From an optimization exercise on the open Yosys and OpenROAD flow, aimed at small area and a short achievable clock period; shortcuts taken in it are not production practice.
RTL that was checked went through simulation tests only; none was proved equivalent to the original.
Function not checked in runs 1 and 2: the RTL went through the layout flow alone.
No activity file was given, so power comes from the tool's default toggle rates.

--- flow/config.mk ---
export PLATFORM = sky130hd
export DESIGN_NAME = hpf
export DESIGN_NICKNAME = hpf
export VERILOG_FILES = /design/flow/design.v
export SDC_FILE = /design/flow/constraint.sdc
export NUM_CORES = 4
export LEC_CHECK = 0
export CAP_MARGIN = 20
export CORE_MARGIN = 2
export CORE_UTILIZATION = 40
export SETUP_SLACK_MARGIN = 3.0
export SLEW_MARGIN = 20
--- flow/constraint.sdc ---
create_clock -name core_clock -period 6.0 [get_ports {clk}]
set_input_delay 1.2000 -clock core_clock [delete_from_list [all_inputs] [get_ports {clk}]]
set_output_delay 1.2000 -clock core_clock [all_outputs]
set_load 0.01 [all_outputs]
--- flow/design.v ---
module hpf (
    input  wire        clk,
    input  wire        rst,           
    input  wire        op_valid,
    output wire        op_ready,
    input  wire [3:0]  op_sel,
    input  wire [7:0]  op_cmd,        
    input  wire [7:0]  op_plen,       
    input  wire [8:0]  op_flen,       
    input  wire [15:0] op_alg,        
    input  wire        pl_valid,
    input  wire [7:0]  pl_data,
    output wire        pl_ready,
    output wire        tx_valid,
    output wire [7:0]  tx_data,
    input  wire        tx_ready,
    input  wire        rx_valid,
    input  wire        rx_timeout,
    input  wire [7:0]  rx_data,
    output wire        rx_ready,
    output reg         done,
    output wire        busy,
    output reg  [2:0]  session,
    output wire [15:0] mode,
    output reg         mode_valid,
    output reg  [2:0]  res_kind,
    output reg         fb_valid,
    output wire [8:0]  fb_len,
    output reg         info_valid,
    output wire [7:0]  info_n,
    output reg  [15:0] info_pkt,
    output reg  [15:0] info_id,
    output reg  [7:0]  det_count,
    output reg  [3:0]  err_cause,
    output reg  [8:0]  err_len,
    output reg         close_strobe,
    output reg         det_valid,
    output wire [7:0]  det_kind,
    output wire [15:0] det_ax,
    output wire [15:0] det_ay,
    output wire [15:0] det_bx,
    output wire [15:0] det_by
);
    localparam [3:0] OP_OPEN = 4'h1, OP_SEND = 4'h2, OP_READ_FRAME = 4'h3,
                     OP_READ_RESP = 4'h4, OP_KNOCK = 4'h5, OP_SET_MODE = 4'h6,
                     OP_POLL = 4'h7, OP_CLOSE = 4'h8;
    localparam [2:0] SS_UNINIT = 3'd0, SS_CONN = 3'd1, SS_MODESET = 3'd2,
                     SS_POLLING = 3'd3, SS_CLOSED = 3'd4;
    localparam [2:0] RK_NONE = 3'd0, RK_DONE = 3'd1, RK_FRAME = 3'd2,
                     RK_ACK = 3'd3, RK_SINGLE = 3'd4, RK_DET = 3'd5;
    localparam [3:0] E_TIMEOUT = 4'd1, E_BAD_PREFIX = 4'd2, E_BAD_CSUM = 4'd3,
                     E_ACK_MISMATCH = 4'd4, E_UNKNOWN_CMD = 4'd5,
                     E_UNEXPECTED_CMD = 4'd8, E_BAD_STATE = 4'd9, E_CONTRACT = 4'd10;
    localparam [7:0] C_REQUEST = 8'h20, C_INFO = 8'h29, C_BLOCK = 8'h2A,
                     C_ARROW = 8'h2B, C_KNOCK = 8'h2C, C_SET_ALG = 8'h2D,
                     C_OK = 8'h2E;
    reg        busy_r, ordy_r;
    reg        st_admit, st_tx, st_rx, st_chk, st_fin;
    reg        tx_valid_r, tx_new, pl_ready_r;
    reg        rx_ready_r, rq_v;
    reg [3:0]  sel_q;
    reg [7:0]  cmd_q;               
    reg [7:0]  plen_q;              
    reg [2:0]  alg_q;
    reg        alg_big;             
    reg [2:0]  ph;                  
    reg [7:0]  sum;                 
    reg [7:0]  tx_data_r;
    reg        rq_t;
    reg [7:0]  rq_d;
    reg [8:0]  idx;
    reg [8:0]  len;
    reg        pfx_bad, sum_ok, len0;
    reg        c_ok, c_info, c_det, c_known, c_b0;
    reg        more;                
    reg [7:0]  sb [0:7];            
    reg [2:0]  mode_r;
    assign op_ready = ordy_r;
    assign busy     = busy_r;
    assign tx_valid = tx_valid_r;
    assign tx_data  = tx_data_r;
    assign pl_ready = pl_ready_r;
    assign rx_ready = rx_ready_r;
    assign mode     = {13'd0, mode_r};
    assign fb_len   = len;
    assign info_n   = info_pkt[7:0];
    assign det_kind = {7'b0010101, c_b0};
    assign det_ax   = {sb[1], sb[0]};
    assign det_ay   = {sb[3], sb[2]};
    assign det_bx   = {sb[5], sb[4]};
    assign det_by   = {sb[7], sb[6]};
    wire op_open  = (sel_q == OP_OPEN);
    wire op_send  = (sel_q == OP_SEND);
    wire op_rdfr  = (sel_q == OP_READ_FRAME);
    wire op_rdrs  = (sel_q == OP_READ_RESP);
    wire op_knock = (sel_q == OP_KNOCK);
    wire op_setm  = (sel_q == OP_SET_MODE);
    wire op_poll  = (sel_q == OP_POLL);
    wire op_close = (sel_q == OP_CLOSE);
    wire adm_reserved = (sel_q == 4'h0) || (sel_q > OP_CLOSE);
    wire sess_act     = (session == SS_CONN) || (session == SS_MODESET) || (session == SS_POLLING);
    wire adm_state_ok = op_open ? (session == SS_UNINIT) :
                        op_poll ? ((session == SS_MODESET) || (session == SS_POLLING)) :
                        sess_act;
    wire adm_args_ok  = op_rdfr ? ((len >= 9'd6) && (len <= 9'd261)) :
                        op_setm ? !alg_big : 1'b1;
    wire adm_refuse   = adm_reserved || !adm_state_ok || !adm_args_ok;
    wire tx_idle   = st_tx && !tx_valid_r && !pl_ready_r;
    wire tx_pay    = (ph == 3'd5) && (plen_q != 8'd0);
    wire tx_req_pl = tx_idle && tx_pay && op_send;
    wire tx_load   = tx_idle && (ph != 3'd6) && !(tx_pay && op_send);
    wire tx_end    = tx_idle && (ph == 3'd6);
    reg  [7:0] nb;
    always @* begin
        case (ph)
            3'd0:    nb = 8'h55;
            3'd1:    nb = 8'hAA;
            3'd2:    nb = 8'h11;
            3'd3:    nb = plen_q;
            3'd4:    nb = cmd_q;
            default: nb = (plen_q == 8'd0) ? sum : (plen_q[1] ? {5'd0, alg_q} : 8'd0);
        endcase
    end
    wire [8:0] idx_n   = idx + 9'd1;
    wire       rx_last = (idx_n == len);
    wire       rx_item = st_rx && rq_v;
    reg  [7:0] pfx_byte;
    always @* begin
        case (idx[1:0])
            2'd0:    pfx_byte = 8'h55;
            2'd1:    pfx_byte = 8'hAA;
            default: pfx_byte = 8'h11;
        endcase
    end
    wire frame_ok = !pfx_bad && sum_ok;
    wire [7:0] det_count_n = det_count + 8'd1;
    reg rd_start;         
    reg rd_resp;          
    reg fin;              
    always @* begin
        rd_start = 1'b0;
        rd_resp  = 1'b0;
        if (st_admit && !adm_refuse) begin
            if (op_rdfr) rd_start = 1'b1;
            if (op_rdrs) begin rd_start = 1'b1; rd_resp = 1'b1; end
        end
        if (tx_end) begin
            if (op_poll) begin rd_start = 1'b1; rd_resp = 1'b1; end
            else if (!op_send) rd_start = 1'b1;
        end
        if (st_chk && frame_ok && !op_rdfr && !op_knock && !op_setm) begin
            if (!more && c_info && (sb[0] != 8'd0)) rd_start = 1'b1;
            if (more && c_det && (det_count_n != info_pkt[7:0])) rd_start = 1'b1;
        end
    end
    always @(posedge clk) begin
        fin = 1'b0;
        if (rst) begin
            busy_r       <= 1'b0;
            ordy_r       <= 1'b1;
            st_admit     <= 1'b0;
            st_tx        <= 1'b0;
            st_rx        <= 1'b0;
            st_chk       <= 1'b0;
            st_fin       <= 1'b0;
            tx_valid_r   <= 1'b0;
            tx_new       <= 1'b0;
            pl_ready_r   <= 1'b0;
            rx_ready_r   <= 1'b0;
            rq_v         <= 1'b0;
            done         <= 1'b0;
            session      <= SS_UNINIT;
            mode_valid   <= 1'b0;
            res_kind     <= RK_NONE;
            fb_valid     <= 1'b0;
            info_valid   <= 1'b0;
            det_count    <= 8'd0;
            err_cause    <= 4'd0;
            err_len      <= 9'd0;
            close_strobe <= 1'b0;
            det_valid    <= 1'b0;
        end else begin
            done         <= 1'b0;
            close_strobe <= 1'b0;
            det_valid    <= 1'b0;
            st_admit     <= 1'b0;
            st_fin       <= 1'b0;
            if (ordy_r && op_valid) begin
                busy_r   <= 1'b1;
                ordy_r   <= 1'b0;
                st_admit <= 1'b1;
            end
            tx_valid_r <= (tx_valid_r && !tx_ready) || tx_load || (pl_ready_r && pl_valid);
            tx_new     <= tx_load || (pl_ready_r && pl_valid);
            pl_ready_r <= (pl_ready_r && !pl_valid) || tx_req_pl;
            rq_v       <= rx_ready_r && rx_valid;
            rx_ready_r <= (rx_ready_r && !rx_valid) || rd_start ||
                          (rx_item && !rq_t && !rx_last);
            if (rd_start) begin
                st_tx   <= 1'b0;
                st_rx   <= 1'b1;
                fb_valid <= 1'b0;
                if (rd_resp) begin
                    det_count  <= 8'd0;
                    info_valid <= 1'b0;
                end
            end
            if (st_admit) begin
                if (adm_refuse) begin
                    err_cause <= (adm_reserved || adm_state_ok) ? E_CONTRACT : E_BAD_STATE;
                    err_len   <= 9'd0;
                    res_kind  <= RK_NONE;
                    fb_valid  <= 1'b0;
                    det_count <= 8'd0;
                    fin = 1'b1;
                end else if (op_open || op_close) begin
                    session      <= op_open ? SS_CONN : SS_CLOSED;
                    close_strobe <= op_close;
                    err_cause    <= 4'd0;
                    err_len      <= 9'd0;
                    res_kind     <= RK_DONE;
                    fin = 1'b1;
                end else if (!op_rdfr && !op_rdrs) begin
                    if (op_poll)
                        session <= SS_POLLING;
                    st_tx <= 1'b1;
                end
            end
            if (tx_end && op_send) begin
                err_cause <= 4'd0;
                err_len   <= 9'd0;
                res_kind  <= RK_DONE;
                fin = 1'b1;
            end
            if (rx_item) begin
                if (rq_t) begin
                    err_cause <= E_TIMEOUT;
                    err_len   <= 9'd0;
                    res_kind  <= RK_NONE;
                    fb_valid  <= 1'b0;
                    det_count <= 8'd0;
                    fin = 1'b1;
                end else if (rx_last) begin
                    st_rx  <= 1'b0;
                    st_chk <= 1'b1;
                end
            end
            if (st_chk) begin
                st_chk <= 1'b0;
                if (!frame_ok) begin
                    err_cause <= pfx_bad ? E_BAD_PREFIX : E_BAD_CSUM;
                    err_len   <= len;
                    res_kind  <= RK_NONE;
                    fb_valid  <= 1'b0;
                    det_count <= 8'd0;
                    fin = 1'b1;
                end else begin
                    if (!rd_start)
                        fb_valid <= 1'b1;
                    if (op_rdfr) begin
                        err_cause <= 4'd0;
                        err_len   <= 9'd0;
                        res_kind  <= RK_FRAME;
                        fin = 1'b1;
                    end else if (op_knock || op_setm) begin
                        if (!(len0 && c_ok)) begin
                            err_cause <= E_ACK_MISMATCH;
                            err_len   <= len;
                            res_kind  <= RK_NONE;
                            fb_valid  <= 1'b0;
                            det_count <= 8'd0;
                        end else begin
                            if (op_setm) begin
                                mode_valid <= 1'b1;
                                session    <= SS_MODESET;
                            end
                            err_cause <= 4'd0;
                            err_len   <= 9'd0;
                            res_kind  <= RK_DONE;
                        end
                        fin = 1'b1;
                    end else if (!more) begin
                        if (c_ok || (c_known && !c_info)) begin
                            err_cause <= 4'd0;
                            err_len   <= 9'd0;
                            res_kind  <= c_ok ? RK_ACK : RK_SINGLE;
                            fin = 1'b1;
                        end else if (c_info) begin
                            info_valid <= 1'b1;
                            if (sb[0] == 8'd0) begin
                                err_cause <= 4'd0;
                                err_len   <= 9'd0;
                                res_kind  <= RK_DET;
                                fin = 1'b1;
                            end
                        end else begin
                            err_cause <= E_UNKNOWN_CMD;
                            err_len   <= len;
                            res_kind  <= RK_NONE;
                            fb_valid  <= 1'b0;
                            det_count <= 8'd0;
                            fin = 1'b1;
                        end
                    end else begin
                        if (!c_det) begin
                            err_cause <= c_known ? E_UNEXPECTED_CMD : E_UNKNOWN_CMD;
                            err_len   <= len;
                            res_kind  <= RK_NONE;
                            fb_valid  <= 1'b0;
                            det_count <= 8'd0;
                            fin = 1'b1;
                        end else begin
                            det_valid <= 1'b1;
                            det_count <= det_count_n;
                            if (det_count_n == info_pkt[7:0]) begin
                                st_fin <= 1'b1;
                            end
                        end
                    end
                end
            end
            if (st_fin) begin
                err_cause <= 4'd0;
                err_len   <= 9'd0;
                res_kind  <= RK_DET;
                fin = 1'b1;
            end
            if (fin) begin
                done     <= 1'b1;
                busy_r   <= 1'b0;
                ordy_r   <= 1'b1;
                st_tx    <= 1'b0;
                st_rx    <= 1'b0;
            end
        end
    end
    always @(posedge clk) begin
        if (ordy_r) begin
            sel_q   <= op_sel;
            cmd_q   <= op_cmd;
            plen_q  <= op_plen;
            alg_q   <= op_alg[2:0];
            alg_big <= (op_alg[15:3] != 13'd0) || (op_alg[2:0] == 3'd7);
        end else if (st_admit) begin
            if (op_knock) begin cmd_q <= C_KNOCK;   plen_q <= 8'd0; end
            if (op_setm)  begin cmd_q <= C_SET_ALG; plen_q <= 8'd2; end
            if (op_poll)  begin cmd_q <= C_REQUEST; plen_q <= 8'd0; end
        end else if (tx_idle && tx_pay) begin
            plen_q <= plen_q - 8'd1;
        end
        if (st_admit)
            ph <= 3'd0;
        else if (tx_load)
            ph <= (ph == 3'd5) ? ((plen_q == 8'd0) ? 3'd6 : 3'd5) : ph + 3'd1;
        if (pl_ready_r)
            tx_data_r <= pl_data;
        else if (tx_load)
            tx_data_r <= nb;
        if ((!st_tx && !st_rx) || (st_tx && ph == 3'd6 && !tx_valid_r))
            sum <= 8'd0;
        else if (tx_new)
            sum <= sum + tx_data_r;
        else if (rq_v)
            sum <= sum + rq_d;
        if (ordy_r && op_valid && op_sel == OP_READ_FRAME)
            len <= op_flen;
        else if (st_admit && (op_rdrs || op_poll))
            len <= 9'd16;
        else if (st_admit && (op_knock || op_setm))
            len <= 9'd6;
        if (rd_start) begin
            if (rd_resp)
                more <= 1'b0;
            else if (st_chk)
                more <= 1'b1;
        end
        rq_d <= rx_data;
        rq_t <= rx_timeout;
        if (!st_rx) begin
            idx     <= 9'd0;
            pfx_bad <= 1'b0;
        end else if (rq_v) begin
            idx <= idx_n;
            if (idx < 9'd3 && rq_d != pfx_byte)
                pfx_bad <= 1'b1;
        end
        if (rq_v) begin
            if (idx == 9'd3)
                len0 <= (rq_d == 8'd0);
            if (idx == 9'd4) begin
                c_ok    <= (rq_d == C_OK);
                c_info  <= (rq_d == C_INFO);
                c_det   <= (rq_d == C_BLOCK) || (rq_d == C_ARROW);
                c_known <= (rq_d == C_REQUEST) || (rq_d == C_INFO) || (rq_d == C_BLOCK) ||
                           (rq_d == C_ARROW) || (rq_d == C_KNOCK) || (rq_d == C_SET_ALG) ||
                           (rq_d == C_OK);
                c_b0    <= rq_d[0];
            end
            if (idx < 9'd13) begin
                sb[0] <= sb[1]; sb[1] <= sb[2]; sb[2] <= sb[3]; sb[3] <= sb[4];
                sb[4] <= sb[5]; sb[5] <= sb[6]; sb[6] <= sb[7]; sb[7] <= rq_d;
            end
            sum_ok <= (rq_d == sum);
        end
        if (st_chk && frame_ok && op_setm && len0 && c_ok)
            mode_r <= alg_q;
        if (st_chk && frame_ok && !more && c_info && !op_rdfr && !op_knock && !op_setm) begin
            info_pkt <= {sb[1], sb[0]};
            info_id  <= {sb[3], sb[2]};
        end
    end
endmodule
--- flow/run.sh ---
#!/bin/bash
# synth_recipe.tcl (not shown) runs the flow's synth.tcl, then flattens the netlist and writes it again
# the make line also repeats each setting of config.mk as NAME=value (left out here)
make -C /OpenROAD-flow-scripts/flow DESIGN_CONFIG=/design/flow/config.mk WORK_HOME=/design/flow/orfs CLKGATE_MAP_FILE= SYNTH_SCRIPT=/design/flow/synth_recipe.tcl finish
==> results of run 1 <==
[critical path: cells and delay by family (launching register included)]
kind | cells | cell delay, ns
buffers and inverters | 2 | 0.84
DFF | 1 | 0.32
[final cells by class]
type	instances	area share (%)
clock buffer	32	4.84
multi-input combinational	634	29.3
clock inverter	14	0.842
timing repair buffer	241	17.5
tap	330	3.02
inverter	36	0.989
sequential	223	43.5
[cells in the final DEF, fill, tap and decap left out, types with 19 or more instances in the layout]
cell type          n
clkbuf_16         25
conb_1            20
o21ai_0           45
clkdlybuf4s50_1  230
inv_1             34
dfxtp_1           73
xnor2_1           40
nand2_1           77
nor3_1            28
ha_1              19
nor2_1            76
edfxtp_1         148
a21oi_1           51
[registers in the layout (all words and copies together), names as in the netlist, 9 cells and up]
register	flops
info_pkt	16
idx	9
len	9
sb	64
info_id	16
err_len	9
[worst min path at each step]
stage                     endpoint  cells past startpoint
final                     sb[4][7]                      0
after global routing      sb[6][0]                      0
after CTS                 sb[4][7]                      0
after detailed placement  sb[4][7]                      0
after global placement    sb[4][0]                      0
after floorplan           sb[7][1]                      0
[power by group]
| group | leakage (uW) | switching (uW) | internal [uW] |
|---|---|---|---|
| clock network | 0.000382 | 592 | 861 |
| logic | 0.00251 | 98.4 | 102 |
| registers | 0.00196 | 39.1 | 1660 |
| total | 0.00486 | 730 | 2620 |
[layer usage]
layer | vias up | wire length (um)
met5 | - | 0
li1 | 3852 | -
met1 | 3856 | 12400
met3 | 36 | 1670
met4 | 0 | 481
met2 | 277 | 14300
[through the flow]
| step | total power (uW) | setup slack, ns |
|---|---|---|
| finish | 3350 | 3.10 |
| global route | 3460 | 3.00 |
| CTS | 3370 | 3.00 |
| detailed placement | 1920 | 2.73 |
| global placement | 1920 | 2.73 |
| floorplan | 1830 | 3.05 |
[kinds of logic (layout without fill, tap and decap cells)]
group	after synthesis	count (layout)	share of synthesized area, %
buffers and inverters	105	323	4.95
AOI/OAI and AO/OA	218	219	14.1
and+or+nand+nor	306	306	14.8
muxes	13	13	1.33
xor gates and xnor gates	56	56	4.74
adders and majority gates	20	20	2.49
DFF	223	223	57.5
other	2	20	0.0726
[synth_stat cells (all sizes together), types with 4 or more instances]
cell type    n  area [um2]
and3        14        87.6
or4          8        63.8
nor3        30         150
clkbuf      35         134
nor2b        8        50.1
or2          5        31.3
or3          9        56.3
xor2        16         140
a21oi       53         269
o21ai       47         235
nand3b       5        37.5
nor4         5        31.3
mux2i        7        70.1
and2        19         119
o21a        17         128
xnor2       40         350
buf         34         243
ha          19         238
a311oi       6        52.6
o22ai       10        62.6
nand2       77         289
edfxtp     148        4440
a221oi       6        52.6
o211a        9        90.1
a22o         5        43.8
a21o         9        67.6
nor2        78         295
a31oi       11        68.8
nand2b       8        50.1
o211ai       4        30.0
nand4        7        43.8
mux2         6        67.6
a211o        4        35.0
a21boi       5        37.5
a211oi       9        67.6
inv         34         128
o31ai        7        52.6
dfxtp       75        1500
nand3       18        90.1
[repair_timing]
| item | in CTS | in global routing |
|---|---|---|
| endpoints found under the hold margin | 0 | 0 |
| endpoints found under the setup margin | 9 | 64 |
| gates resized for setup | 2 | 6 |
| buffers inserted | 0 | 6 |
| cloned | 0 | 1 |
==> results.txt, run 1 <==
status=timing/DRC/antenna clean; Hold Crit Class=flip-flop to flip-flop; antenna violations before repair=0; post-route insts no fill=1,510; Seq/Total Area, Yosys=57.5%; die span in y=165 um; Worst setup endpoint=op_ready; largest net degree at the start of global routing=41; I/O pins=251; n_diodes=0; fillcell total=2,251; dpl cells=1,457; drt total wl=28,800 um; core footprint=25,300 um2; Pre-antenna DRT Iters=5; Final #Nets=1,249; DR WL/cell=19.1 um; dpl hpwl=21,500 um; yosys warns=2; DRT antenna net count=0; first-pass GRT wire length=42,800 um; Hold Buf Count CTS=0; cells on worst reg2reg path=7; remaining routing DRC violations=0; crit-path max FO=35; Post-DP Area=12,800 um2; Hold Slack=0.436 ns; FF-to-FF setup slack=3.14 ns; Final Setup Violations=0; crit end category=output port; hold_sp=sb[5][7]; WP data required=4.80 ns; clk_skew=0.0264 ns; H-tree Lvls=1; Pins Over Slew Limit=0; synthesis-to-layout area growth=32.2%; Final Hold Vio Count=0; pwr/cell area=245 nW/um2; CP Launch Type=flip-flop; Synth Register Bits=223; Max Cap Violations=0; VDD IR max=220 uV; Syn Area/Cell=11.0 um2; Synth Cell Area=10,300 um2; DRC marker count from the first detailed-route iteration=577; Clock Latency Late Sink=0.53 ns; Setup CP Type=flip-flop to output port; Async SR Flop Fraction=0%; Critical-path top delay cell=clkdlybuf4s50_1; Worst Tran Pin Value=1.04 ns; overall die area=27,100 um2; global-route track usage on met1=27.5%; DR vias/cell=5.31; FP Rows=58; Post-synth EDFFs=148; Multi-input gate area=4000 um2; met3 capacity usage during global routing=3.16%; register area=5950 um2; unrepaired setup endpoints after global routing=true; Most Crowded Layer GR=met2; design area=13,700 um2; vias in the first global route=7,558; Fin Setup TNS=0 ns; CTS tree=yes; CTS Buf Count=25; Static Leakage=0.00486 uW; share of cells above drive strength 1=6.10%; Clk pin slew, worst setup/hold paths=0.06 ns; clk sink count=223; Critical R2R Launch=len[3]; Cell variety after synth=71; fin util=54.1%; root buf cell=clkbuf_16; crit path from=ordy_r; Max Fclk=345 MHz; Starting Density=40.9%; worst r2r dst=err_len[1]; grt met2 use=34.7%; clock period minus worst slack=2.90 ns; Max clock buf depth=3; Die Wd=165 um; Synth Flop Type=edfxtp_1; Tot GR Track Use=20.5%; gr ovfl total=0; routed via count=8,021; Final Wtd Congestion=0.889; crit path cell chain=buf_6 -> clkdlybuf4s50_1; slew margin rel.=29.9%; post-synthesis cell count=943; crit share post-route=48.3%; slowest stage delay, CP=0.59 ns; Port-buffer cells=230; arrival time worst endpoint=1.70 ns
==> run 2: changes to the inputs <==
--- a/flow/config.mk
+++ b/flow/config.mk
@@ -8,5 +8,5 @@
 export CAP_MARGIN = 20
 export CORE_MARGIN = 2
 export CORE_UTILIZATION = 40
-export SETUP_SLACK_MARGIN = 3.0
+export SETUP_SLACK_MARGIN = 4.0
 export SLEW_MARGIN = 20
==> run 2 against run 1 <==
Net effect: still clean; setup slack improved by 0.37 ns; first-iteration DRC count fell by 2.9%; non-clock buffer count increased by 196; die area unchanged; sequential share of layout area shrank 5.8 points; wire length increased by 9.3%; critical endpoint is now err_len[5]; largest power group unchanged; highest routed layer unchanged.
==> results.txt, run 2 <==
Synth Register Bits=223 (unchanged); Clock Latency Late Sink=0.52 ns (about the same); DR vias/cell=5.27 (-0.82%); Tot GR Track Use=22.2% (+1.7 points); slew margin rel.=47.1% (+17 points); dpl cells=1,455 (-0.14%); Final Hold Vio Count=0 (unchanged); clk sink count=223 (unchanged); Critical R2R Launch=len[6]; I/O pins=251 (unchanged); Pins Over Slew Limit=0 (unchanged); Pre-antenna DRT Iters=7 (+2); n_diodes=0 (unchanged); clock period minus worst slack=2.53 ns (-0.372 ns); Final Setup Violations=0 (unchanged); antenna violations before repair=0 (unchanged); synthesis-to-layout area growth=55.0%; fin util=63.5% (+9.4 points); CTS tree=yes; Max clock buf depth=3 (unchanged); Syn Area/Cell=11.0 um2 (unchanged); crit-path max FO=8 (-77%); largest area contributor in the synthesized netlist=edfxtp_1; commonest non-fill, non-tap cell in the layout=buf_4; DRT antenna net count=0 (unchanged); synth cell count leaders=edfxtp_1, nand2_1, nor2_1; gr ovfl total=0 (unchanged); post-synthesis cell count=943 (unchanged); core footprint=25,300 um2 (unchanged); FP Rows=58 (unchanged); die span in y=165 um (unchanged); Worst Tran Pin Value=0.790 ns (-0.254 ns); yosys warns=2 (unchanged); Port-buffer cells=230 (unchanged); Starting Density=40.9% (unchanged); Synth Flop Type=edfxtp_1; share of cells above drive strength 1=43.5% (+37 points); Most flops, register=sb; Clk pin slew, worst setup/hold paths=0.06 ns (about the same); Max Cap Violations=0 (unchanged); status=timing/DRC/antenna clean; Worst Hold End=sb[6][4]; FF-to-FF setup slack=3.47 ns (+0.33 ns); hold path depth=0 (unchanged); dpl hpwl=20,400 um (-4.8%); remaining routing DRC violations=0 (unchanged); Cell variety after synth=71 (unchanged); root buf cell=clkbuf_16; vias in the first global route=8,367 (+11%); unrepaired setup endpoints after global routing=true; first-pass GRT wire length=46,900 um (+9.6%); crit end category=flip-flop; drt total wl=31,500 um (+9.3%); DR WL/cell=18.5 um (-3.2%); CP Launch Type=flip-flop; WP data required=6.46 ns (+1.66 ns); Synth Cell Area=10,300 um2 (unchanged); Synth area leaders=edfxtp_1, dfxtp_1, xnor2_1, nand2_1, nor2_1; crit share post-route=42.1% (-6.2 points); arrival time worst endpoint=2.99 ns (+1.29 ns); Hold Buf Count CTS=0 (unchanged); Static Leakage=0.00628 uW (+29%); largest net degree at the start of global routing=35 (-15%); Final Wtd Congestion=0.883 (-0.70%); clk_skew=0.00908 ns (-0.0173 ns); VDD IR max=148 uV (-33%); DRC marker count from the first detailed-route iteration=560 (-2.9%); Async SR Flop Fraction=0% (unchanged); pwr/cell area=211 nW/um2 (-14%); routed via count=8,983 (+12%); H-tree Lvls=1 (unchanged); most frequent cells in the layout=buf_4, edfxtp_1, buf_2; Die Wd=165 um (unchanged); CTS Buf Count=24 (-4.0%); Largest regs=sb (64), info_id (16), info_pkt (16); Fin Setup TNS=0 ns (unchanged); Setup CP Type=flip-flop to flip-flop; Post-synth EDFFs=148 (unchanged); cells on worst reg2reg path=7 (unchanged); count leader, synth=edfxtp_1; Max Fclk=396 MHz (+15%); worst r2r dst=err_len[5]; hold_sp=sb[7][4]; Largest register FFs=64 (unchanged); post-route insts no fill=1,705 (+13%); Final #Nets=1,445 (+16%); top cell type's share of synthesized area=43.0% (unchanged); Hold Crit Class=flip-flop to flip-flop; overall die area=27,100 um2 (unchanged); Seq/Total Area, Yosys=57.5% (unchanged)
## run 2: cell counts after synthesis
No cell type changed its count.
## run 2: metal layers
layer | GRT usage [%] | up-vias | share of wire, %
met5 | 0 | - | 0
met4 | 5.02 | 0 | 2.2
met3 | 3.11 | 70 | 5.7
met2 | 38.8 | 349 | 50
met1 | 29.4 | 4331 | 42
li1 | - | 4233 | -
## run 2: kinds of logic (layout without fill, tap and decap cells)
logic type,after synthesis,after routing,synth area share (%)
and+or+nand+nor,306,307,14.8
DFF,223,223,57.5
AOI/OAI and AO/OA,218,219,14.1
buffers and inverters,105,517,4.95
xor gates and xnor gates,56,56,4.74
adders and majority gates,20,20,2.49
muxes,13,13,1.33
other,2,20,0.0726
## run 2: worst max-delay path by stage
stage	cells after the start	slack, ns	end	startpoint
after CTS	7	3.52	err_len[5]	len[6]
final	7	3.47	err_len[5]	len[6]
after detailed placement	5	2.71	det_count[3]	rst
after global routing	7	3.41	err_len[3]	len[6]
after global placement	4	2.75	err_len[5]	rst
after floorplan	3	3.24	sb[0][0]	idx[5]
## run 2: area by class of cell
| cell class | count | area, um2 |
|---|---|---|
| Timing Repair Buffer | 437 | 3790 |
| Sequential cell | 223 | 6060 |
| Inverter | 36 | 136 |
| Fill cell | 2108 | 9230 |
| Tap cell | 330 | 413 |
| Clock buffer | 30 | 623 |
| Clock inverter | 14 | 135 |
| Multi-Input combinational cell | 635 | 4880 |
## run 2: stage by stage
step	cell area [um2]	setup WS [ns]	hold WS [ns]	power [uW]
floorplan	10700	3.24	0.406	1840
global placement	13100	2.75	0.430	1930
detailed placement	13100	2.71	0.431	1930
CTS	15300	3.52	0.442	3400
global route	16000	3.41	0.455	3500
finish	16000	3.47	0.440	3380
## run 2: repair_timing
item                       in CTS  in global routing
hold endpoints to repair        0                  0
setup endpoints to repair     372                325
setup buffers                 157                 39
cloned                          9                  1
resized for setup             885                 88
pin swaps                      40                 43
## run 2: critical path, cell delays in order (launching register included)
cell and delay, ns:
edfxtp_1 0.38, or4_4 0.57, o211a_4 0.27, nor2_4 0.12
a41oi_4 0.14, or4b_4 0.62, o22ai_2 0.20, o211a_1 0.15
## run 2: power breakdown
part	internal (uW)	leakage, uW	switching, uW
registers	1650	0.00199	33.2
logic	140	0.00394	136
clock network	825	0.000354	596
total	2610	0.00628	765
==> run 3: changes to the inputs <==
--- a/flow/design.v
+++ b/flow/design.v
@@ -61,15 +61,17 @@
     reg [3:0]  sel_q;
     reg [7:0]  cmd_q;               
     reg [7:0]  plen_q;              
+    reg [8:0]  flen_q;
     reg [2:0]  alg_q;
     reg        alg_big;             
     reg [2:0]  ph;                  
-    reg [7:0]  sum;                 
+    reg [7:0]  tx_sum;
     reg [7:0]  tx_data_r;
     reg        rq_t;
     reg [7:0]  rq_d;
     reg [8:0]  idx;
     reg [8:0]  len;
+    reg [7:0]  rsum;
     reg        pfx_bad, sum_ok, len0;
     reg        c_ok, c_info, c_det, c_known, c_b0;
     reg        more;                
@@ -102,7 +104,7 @@
     wire adm_state_ok = op_open ? (session == SS_UNINIT) :
                         op_poll ? ((session == SS_MODESET) || (session == SS_POLLING)) :
                         sess_act;
-    wire adm_args_ok  = op_rdfr ? ((len >= 9'd6) && (len <= 9'd261)) :
+    wire adm_args_ok  = op_rdfr ? ((flen_q >= 9'd6) && (flen_q <= 9'd261)) :
                         op_setm ? !alg_big : 1'b1;
     wire adm_refuse   = adm_reserved || !adm_state_ok || !adm_args_ok;
     wire tx_idle   = st_tx && !tx_valid_r && !pl_ready_r;
@@ -118,7 +120,7 @@
             3'd2:    nb = 8'h11;
             3'd3:    nb = plen_q;
             3'd4:    nb = cmd_q;
-            default: nb = (plen_q == 8'd0) ? sum : (plen_q[1] ? {5'd0, alg_q} : 8'd0);
+            default: nb = (plen_q == 8'd0) ? tx_sum : (plen_q[1] ? {5'd0, alg_q} : 8'd0);
         endcase
     end
     wire [8:0] idx_n   = idx + 9'd1;
@@ -136,17 +138,19 @@
     wire [7:0] det_count_n = det_count + 8'd1;
     reg rd_start;         
     reg rd_resp;          
+    reg [8:0] rd_len;
     reg fin;              
     always @* begin
         rd_start = 1'b0;
         rd_resp  = 1'b0;
+        rd_len   = 9'd16;
         if (st_admit && !adm_refuse) begin
-            if (op_rdfr) rd_start = 1'b1;
+            if (op_rdfr) begin rd_start = 1'b1; rd_len = flen_q; end
             if (op_rdrs) begin rd_start = 1'b1; rd_resp = 1'b1; end
         end
         if (tx_end) begin
             if (op_poll) begin rd_start = 1'b1; rd_resp = 1'b1; end
-            else if (!op_send) rd_start = 1'b1;
+            else if (!op_send) begin rd_start = 1'b1; rd_len = 9'd6; end
         end
         if (st_chk && frame_ok && !op_rdfr && !op_knock && !op_setm) begin
             if (!more && c_info && (sb[0] != 8'd0)) rd_start = 1'b1;
@@ -339,6 +343,7 @@
             sel_q   <= op_sel;
             cmd_q   <= op_cmd;
             plen_q  <= op_plen;
+            flen_q  <= op_flen;
             alg_q   <= op_alg[2:0];
             alg_big <= (op_alg[15:3] != 13'd0) || (op_alg[2:0] == 3'd7);
         end else if (st_admit) begin
@@ -348,43 +353,36 @@
         end else if (tx_idle && tx_pay) begin
             plen_q <= plen_q - 8'd1;
         end
-        if (st_admit)
-            ph <= 3'd0;
-        else if (tx_load)
-            ph <= (ph == 3'd5) ? ((plen_q == 8'd0) ? 3'd6 : 3'd5) : ph + 3'd1;
+        if (st_admit) begin
+            ph     <= 3'd0;
+            tx_sum <= 8'd0;
+        end else begin
+            if (tx_load)
+                ph <= (ph == 3'd5) ? ((plen_q == 8'd0) ? 3'd6 : 3'd5) : ph + 3'd1;
+            if (tx_new)
+                tx_sum <= tx_sum + tx_data_r;
+        end
         if (pl_ready_r)
             tx_data_r <= pl_data;
         else if (tx_load)
             tx_data_r <= nb;
-        if ((!st_tx && !st_rx) || (st_tx && ph == 3'd6 && !tx_valid_r))
-            sum <= 8'd0;
-        else if (tx_new)
-            sum <= sum + tx_data_r;
-        else if (rq_v)
-            sum <= sum + rq_d;
-        if (ordy_r && op_valid && op_sel == OP_READ_FRAME)
-            len <= op_flen;
-        else if (st_admit && (op_rdrs || op_poll))
-            len <= 9'd16;
-        else if (st_admit && (op_knock || op_setm))
-            len <= 9'd6;
+        rq_d <= rx_data;
+        rq_t <= rx_timeout;
         if (rd_start) begin
+            idx     <= 9'd0;
+            rsum    <= 8'd0;
+            pfx_bad <= 1'b0;
             if (rd_resp)
                 more <= 1'b0;
             else if (st_chk)
                 more <= 1'b1;
-        end
-        rq_d <= rx_data;
-        rq_t <= rx_timeout;
-        if (!st_rx) begin
-            idx     <= 9'd0;
-            pfx_bad <= 1'b0;
-        end else if (rq_v) begin
-            idx <= idx_n;
+            if (!st_chk)
+                len <= rd_len;
+        end else if (rx_item && !rq_t) begin
+            idx  <= idx_n;
+            rsum <= rsum + rq_d;
             if (idx < 9'd3 && rq_d != pfx_byte)
                 pfx_bad <= 1'b1;
-        end
-        if (rq_v) begin
             if (idx == 9'd3)
                 len0 <= (rq_d == 8'd0);
             if (idx == 9'd4) begin
@@ -400,7 +398,8 @@
                 sb[0] <= sb[1]; sb[1] <= sb[2]; sb[2] <= sb[3]; sb[3] <= sb[4];
                 sb[4] <= sb[5]; sb[5] <= sb[6]; sb[6] <= sb[7]; sb[7] <= rq_d;
             end
-            sum_ok <= (rq_d == sum);
+            if (rx_last)
+                sum_ok <= (rq_d == rsum);
         end
         if (st_chk && frame_ok && op_setm && len0 && c_ok)
             mode_r <= alg_q;
--- a/flow/config.mk
+++ b/flow/config.mk
@@ -8,5 +8,4 @@
 export CAP_MARGIN = 20
 export CORE_MARGIN = 2
 export CORE_UTILIZATION = 40
-export SETUP_SLACK_MARGIN = 4.0
 export SLEW_MARGIN = 20
==> run 3 against run 2 <==
Net effect: still clean; synthesized cell count increased by 4.8%; count of clock-buffer cells in the layout up 6; clock skew is 0.011 ns higher; largest power group unchanged; first-iteration DRC count up 14%; highest routed layer unchanged; non-clock buffer count fell by 198; core utilization down 10 points; hold slack improved by 0.0053 ns; register-to-register slack got worse by 1.1 ns.
==> results.txt, run 3 <==
core footprint=27,000 um2 (+6.7%); crit share post-route=60.9% (+19 points); dpl hpwl=21,700 um (+6.3%); post-cts gate resize count=0 (-100%); WP data required=6.15 ns (-0.31 ns); Pins Over Slew Limit=0 (unchanged); Starting Density=40.8% (-0.18 points); clk sink count=240 (+7.6%); Max Cap Violations=0 (unchanged); gr ovfl total=0 (unchanged); commonest non-fill, non-tap cell in the layout=clkdlybuf4s50_1; status=timing/DRC/antenna clean; CTS tree=yes; Worst setup endpoint=sb[7][4]; I/O pins=251 (unchanged); crit path from=sel_q[3]; pwr/cell area=248 nW/um2 (+18%); Largest register FFs=64 (unchanged); crit-path max FO=64 (+56); cell mode on critical path=buf_4; crit path cell chain=nor4bb_1 -> buf_4 -> nand2_1 -> mux2i_1 -> nor4_2 -> a21boi_1 -> o22ai_2 -> buf_4 -> a311oi_4 -> buf_4; Seq/Total Area, Yosys=58.1% (+0.54 points); fin util=53.1% (-10 points); top cell type's share of synthesized area=42.9% (-0.067 points); root buf cell=clkbuf_16; antenna violations before repair=0 (unchanged); Final Hold Vio Count=0 (unchanged); Clk pin slew, worst setup/hold paths=0.06 ns (about the same); largest net degree at the start of global routing=65 (+86%); Hold Buf Count CTS=0 (unchanged); dpl cells=1,514 (+4.1%); Max clock buf depth=3 (unchanged); largest area contributor in the synthesized netlist=edfxtp_1; DRT antenna net count=0 (unchanged); arrival time worst endpoint=3.80 ns (+0.81 ns); Largest regs=sb (64), info_id (16), info_pkt (16); Clock Latency Late Sink=0.54 ns (+0.02 ns); hold_sp=sb[5][2]; Hold Slack=0.445 ns (+0.00527 ns); Hold Crit Class=flip-flop to flip-flop; post-route insts no fill=1,562 (-8.4%); Static Leakage=0.00506 uW (-19%); first-pass GRT wire length=44,900 um (-4.5%); crit end category=flip-flop; drt total wl=29,300 um (-7.0%); vias in the first global route=7,792 (-6.9%); Multi-input gate area=4160 um2 (-15%); FP Rows=60 (+3.4%); Port-buffer cells=230 (unchanged); post-synthesis cell count=988 (+4.8%); cells on worst reg2reg path=10 (+3); CP Launch Type=flip-flop; Max Fclk=274 MHz (-31%); logic gate share of total power=5.4% (-2.8 points); Psw=793 uW (+3.7%); clock period minus worst slack=3.65 ns (+1.13 ns); Critical R2R Launch=sel_q[3]; worst r2r dst=sb[7][4]; Critical-path top delay cell=buf_4; Pre-antenna DRT Iters=5 (-2); count leader, synth=edfxtp_1; CTS Buf Count=26 (+8.3%); Syn Area/Cell=11.1 um2 (+1.4%); Die Wd=170 um (+3.0%); Final Wtd Congestion=0.912 (+3.3%); Power Internal=2760 uW (+5.6%); Final #Nets=1,297 (-10%); Tot GR Track Use=19.9% (-2.3 points); Synth Register Bits=240 (+7.6%); FF-to-FF setup slack=2.35 ns (-1.13 ns); H-tree Lvls=1 (unchanged); Synth Flop Type=edfxtp_1; Post-synth EDFFs=157 (+6.1%); DR WL/cell=18.8 um (+1.5%); most frequent cells in the layout=clkdlybuf4s50_1, edfxtp_1, nor2_1; overall die area=28,800 um2 (+6.1%); Synth area leaders=edfxtp_1, dfxtp_1, nor2_1, ha_1, nand2_1; unrepaired setup endpoints after global routing=false; DRC marker count from the first detailed-route iteration=638 (+14%); Final Setup Violations=0 (unchanged); n_diodes=0 (unchanged); synthesis-to-layout area growth=30.3%; routed via count=8,293 (-7.7%); Worst Tran Pin Value=0.996 ns (+0.206 ns); die span in y=170 um (+3.0%); register area=6380 um2 (+5.3%); Setup CP Type=flip-flop to flip-flop; Cell variety after synth=83 (+17%); synth cell count leaders=edfxtp_1, nor2_1, dfxtp_1; yosys warns=2 (unchanged); Fin Setup TNS=0 ns (unchanged); post-CTS setup buffers=0 (-100%); share of cells above drive strength 1=6.63% (-37 points); clock power share=43.4% (+1.3 points); Most flops, register=sb; Net Sw Frac=22.3% (-0.31 points); DR vias/cell=5.31 (+0.77%); Synth Cell Area=11,000 um2 (+6.2%); register share of total power=51.2% (+1.4 points); slowest stage delay, CP=0.68 ns (+0.06 ns); slew margin rel.=33.0% (-14 points); VDD IR max=178 uV (+20%); clk_skew=0.0203 ns (+0.0113 ns); fillcell total=2,377 (+13%); Async SR Flop Fraction=0% (unchanged); remaining routing DRC violations=0 (unchanged)
## run 3: final cells by class
type	count	share of cell area, %
Clock buffer	36	5.02
Clock inverter	12	0.761
Inverter	40	1.05
Multi-Input combinational cell	654	29.1
Sequential cell	240	44.6
Tap cell	341	2.98
Timing Repair Buffer	239	16.6
## run 3: cells by family after synthesis
logic type	count (synthesis)	share of synthesized area, %
muxes	9	0.832
adders and majority gates	28	3.33
DFF	240	58.1
AOI/OAI and AO/OA	219	13.8
and+or+nand+nor	326	14.7
other	2	0.0684
xor gates and xnor gates	52	4.27
buffers and inverters	112	4.92
## run 3: power by group through the flow
| stage | logic (uW) | registers (uW) | clock network [uW] |
|---|---|---|---|
| floorplan | 120 | 1840 | 0 |
| global placement | 191 | 1850 | 0 |
| detailed placement | 191 | 1850 | 0 |
| CTS | 192 | 1820 | 1580 |
| global route | 212 | 1820 | 1650 |
| finish | 192 | 1820 | 1540 |
## run 3: worst max-delay path, delay by kind of cell, from the launching register on
family,cells,cell delay [ns]
flops,1,0.58
compound gates,3,0.64
buf+inv,3,1.14
simple gates,3,0.50
mux,1,0.36
## run 3: stage by stage
stage | instance area, um2 | total power [uW] | setup slack [ns]
after global routing | 14300 | 3680 | 2.12
after CTS | 14300 | 3590 | 2.35
after floorplan | 11100 | 1960 | 1.04
after detailed placement | 13500 | 2040 | 2.36
final | 14300 | 3550 | 2.35
after global placement | 13500 | 2040 | 2.41
## run 3: worst min path at each step
stage / to / slack (ns) / depth (start not counted)
CTS: sb[6][6] / 0.45 / 0
global placement: sb[5][5] / 0.43 / 0
floorplan: st_tx / 0.42 / 2
global route: sb[6][6] / 0.45 / 0
finish: sb[4][2] / 0.45 / 0
detailed placement: sb[6][5] / 0.43 / 0
## run 3: metal layers
layer  vias to the layer above  track usage, %  share of wire (%)
met5                         -               0                  0
met4                         0            3.86                1.2
met3                        25            3.01                6.0
met2                       288            31.1                 46
met1                      3987            29.4                 47
li1                       3993               -                  -

## port drivers added, routing unchanged
Ports are ideal in the flow. The routed layouts listed here were re-timed in OpenROAD.
Step 1 (the two cells are an assumption about what drives the block):
set clk [get_ports {clk}]
set_driving_cell -lib_cell sky130_fd_sc_hd__clkbuf_16 $clk
set_driving_cell -lib_cell sky130_fd_sc_hd__buf_2 [delete_from_list [all_inputs] $clk]
Step 2 adds t to the input delays and takes it off the output delays; t is the mean of the earliest and latest rising clock arrival at the registers after step 1. Input paths then give back, and output paths get back, about the clock's delay inside the block.
a / b / c = ideal ports / drivers / drivers and shift; a / b = the first two.
run	shift t [ns]	slack for setup (ns)	hold WS [ns]	clock arrival spread, ns	worst data-port slew with drivers (ns)
run 1	0.562	3.102 / 3.054 / 2.694	0.436 / 0.436 / 0.436	0.027 / 0.027	0.09
run 2	0.564	3.474 / 3.466 / 3.165	0.440 / 0.440 / 0.440	0.011 / 0.012	0.07
run 3	0.577	2.349 / 2.349 / 2.349	0.445 / 0.445 / 0.445	0.020 / 0.021	0.05
After both steps every run listed still meets setup and hold. For run 1, which loses most, drivers alone change the setup slack by -0.048 ns; drivers and shift together by -0.408 ns.
